This design comes from an exercise in tuning for small area on the open sky130 flow, not from production work.
Where RTL was checked, it was by simulation tests only, not by an equivalence proof against the original.
No activity file was given, so power comes from the tool's default toggle rates.

==> job 3650 <==
Design sht1x_engine, start of the top module:
module sht1x_engine (
    input  wire        clk,
    input  wire        rst,           
    input  wire        req_valid,
    input  wire [15:0] req_word,
    output wire        busy,
    output reg         done,
    output wire [2:0]  rsp_err,
    output wire [15:0] rsp_val,
    output wire        ev_valid,
    output wire [1:0]  ev_kind,
    output wire        ev_pin,
    output wire        ev_val,
    output wire [1:0]  ev_sleep,
    input  wire        ev_ready,
    input  wire        data_in
);
Settings: LEC_CHECK=0, CAP_MARGIN=20, CORE_MARGIN=2, CORE_UTILIZATION=40, GPL_TIMING_DRIVEN=0, PLACE_DENSITY=0.6, SLEW_MARGIN=20; clock period 10.0 ns.
standard.sh (not shown) runs the stock make flow with config.mk's settings and CLKGATE_MAP_FILE= SYNTH_SCRIPT=/design/flow/synth_recipe.tcl, a recipe that flattens the netlist after the stock synthesis.
==> flow/flow/run.sh <==
#!/bin/bash
# Layout flow: the standard ORFS flow (standard.sh) with these changes:
#  - the ABC script that maps the combinational logic in synthesis is an
#    area-oriented one (flow/abc_area_map.script) instead of ORFS's
#    delay-oriented abc_speed.script. Registers are mapped before ABC runs,
#    so they are exactly the standard synthesis's registers.
#  - every input and output port still gets its own buffer, but a small one
#    (buf_1) instead of the clkdlybuf4s50_1 buffer_ports picks by default.
#  - clock tree: small clock buffers, sinks clustered in groups of at most
#    8, and no dummy loads (the clock still reaches every register through
#    the buffered tree; no register's clock is delayed on purpose).
set -euo pipefail
here=$(pwd)
rm -rf "$here/scripts"
cp -r "$FLOW_HOME/scripts" "$here/scripts"
cp "$here/flow/abc_area_map.script" "$here/scripts/abc_speed.script"
bash standard.sh "SCRIPTS_DIR=$here/scripts" \
    "BUFFER_PORTS_ARGS=-buffer_cell sky130_fd_sc_hd__buf_1" \
    "CTS_ARGS=-sink_clustering_enable -repair_clock_nets -dont_use_dummy_load -buf_list {sky130_fd_sc_hd__clkbuf_4 sky130_fd_sc_hd__clkbuf_8} -sink_clustering_size 8" \
    finish > "$here/flow_make.log" 2>&1
==> flow/flow/abc_area_map.script <==
strash
ifraig
scorr
dc2
dc2
strash
&get -n
&deepsyn -T 60
&dch -f
&nf -R 1000 -p -C 32
&put
==> job 5984 (differences from job 3650) <==
--- a/flow/design.v
+++ b/flow/design.v
@@ -306,17 +306,17 @@
             default: reg_view = {12'h000, pins};
         endcase
     end
     assign host = cls[3];
     wire is_rdreg = (cls == C_RDREG);
     wire err_none = (err == E_NONE);
     assign rsp_err = is_rdreg ? E_NONE : err;
     assign rsp_val = (is_rdreg || (err_none && cls[3:1] == 3'b000)) ?
-                     reg_view : {8'h00, einfo[7:1], einfo[0] | (cls == C_SENDB && cnt[0])};
+                     reg_view : {8'h00, einfo};
     reg [4:0] n_rs;
     reg [3:0] n_cls;
     reg       fin;         
     reg       set_err;     
     reg [2:0] f_err;
     reg [3:0] xsel;        
     reg [1:0] ssel;        
     reg       fsm_we;
@@ -433,17 +433,17 @@
             end else if (!cls[2]) begin
                 n_rs = cls[0] ? R_FR : R_GLO;                    
             end else begin
                 n_rs = R_MASK;            
             end
         end
         R_MASK: if (ldone) begin
             if (host) begin
-                fin = 1'b1; set_err = 1'b1; xsel = X_ZERO;    
+                fin = 1'b1; set_err = 1'b1; xsel = X_ACK;
             end else if (!smp) begin
                 fin = 1'b1; set_err = 1'b1; xsel = X_ZERO; fsm_we = 1'b1;
                 ssel = S_MASK; stale_clr = 1'b1;
             end else if (!cls[0]) begin                        
                 n_rs = R_REL;
             end else begin
                 fin = 1'b1; set_err = 1'b1; f_err = E_ACK; xsel = X_CMD; fsm_we = 1'b1;
             end
@@ -541,16 +541,17 @@
         case (xsel)
             X_HOLD:  einfo_n = einfo;
             X_OPC:   einfo_n = req_opc;
             X_IMM:   einfo_n = req_imm;
             X_MASK:  einfo_n = {5'b00000, cfg[2:0]};
             X_TBL:   einfo_n = tbl_value;
             X_REV:   einfo_n = rev8(tbl_index);
             X_SHIFT: einfo_n = {einfo[6:0], data_in};
+            X_ACK:   einfo_n = {7'b0000000, !smp};
             X_INC:   einfo_n = {2'b00, einfo[5:0] + 6'd1};
             X_CMD:   einfo_n = cmd_dec;
             default: einfo_n = 8'h00;
         endcase
     end
     always @(posedge clk) begin
         if (rst) begin
             rs    <= R_IDLE;
==> flow/flow/abc_area_map.script (replaced) <==
strash
ifraig
scorr
dc2
dc2
strash
&get -n
&deepsyn -T 60
&dch -f
&nf -R 1000 -p
&put
==> qor summary <==
quantity	job 5984	job 3650
Number of buffers other than clock buffers in the final layout	50	52
Final Hold Slack	445 ps	469 ps
Status	no timing/DRC/antenna violations	no timing/DRC/antenna violations
Total Nets Final	858	818
Inverters, non-clock	17	28
Clock network fraction of total power	12.1%	12.6%
Area of the die	15600 um2	15200 um2
Routability-driven placement congestion ratio	0.999	0.977
Register clock-pin slew on the reported worst setup and hold paths	90 ps	80 ps
Final total power	1.66 mW	1.56 mW
VDD IR max	104 uV	156 uV
Share of cell area taken by multi-input logic gates	62.7%	61.1%
Combinational share of power	52.2%	50.9%
Post-Syn Area	5860 um2	5690 um2
Max Fclk	119 MHz	132 MHz
Count of buffering cells on the critical path with inverters included	1	2
P_clk	201 uW	196 uW
Die span in x	125 um	123 um
PD cells	259 nW/um2	248 nW/um2
Cell internal pwr	792 uW	767 uW
Critical path peak fanout	13	10
Detail-routed via count per cell	6.87	6.73
Area of the placeable core	14400 um2	13900 um2
Adder and majority gate portion of the synthesized area	1.28%	1.32%
Clock network area share	1.93%	1.98%
Internal reg-to-reg setup slack	2390 ps	3570 ps
No functional check of the RTL was part of job 5984.

port drivers added, routing unchanged:
How much do the figures lean on ideal ports? The routed layouts below were timed once more, with nothing changed but the port constraints.
Step 1, drivers: a clkbuf_16 drives clk and a buf_2 each remaining input, both assumed.
Step 2 moves the port delays by t, midway between the first and last clock arrival at a register: inputs arrive t later, outputs are due t later. That takes back most of the time a late clock gives input paths.
Three values: no drivers, after step 1, after step 2; two values: the first two.
run | t, ns | slack for setup (ns) | hold WS [ns] | worst setup path after step 2 | worst register clock-pin slew, ns
job 3650 | 0.411 | 2.407 / 2.423 / 2.012 | 0.469 / 0.469 / 0.469 | input to register | 0.09 / 0.09
job 5984 | 0.408 | 1.568 / 1.583 / 1.175 | 0.445 / 0.445 / 0.445 | input to register | 0.10 / 0.10
After both steps setup and hold are still met in every run listed. For job 3650, which loses most, drivers alone change the setup slack by +0.016 ns; drivers and shift together by -0.395 ns.
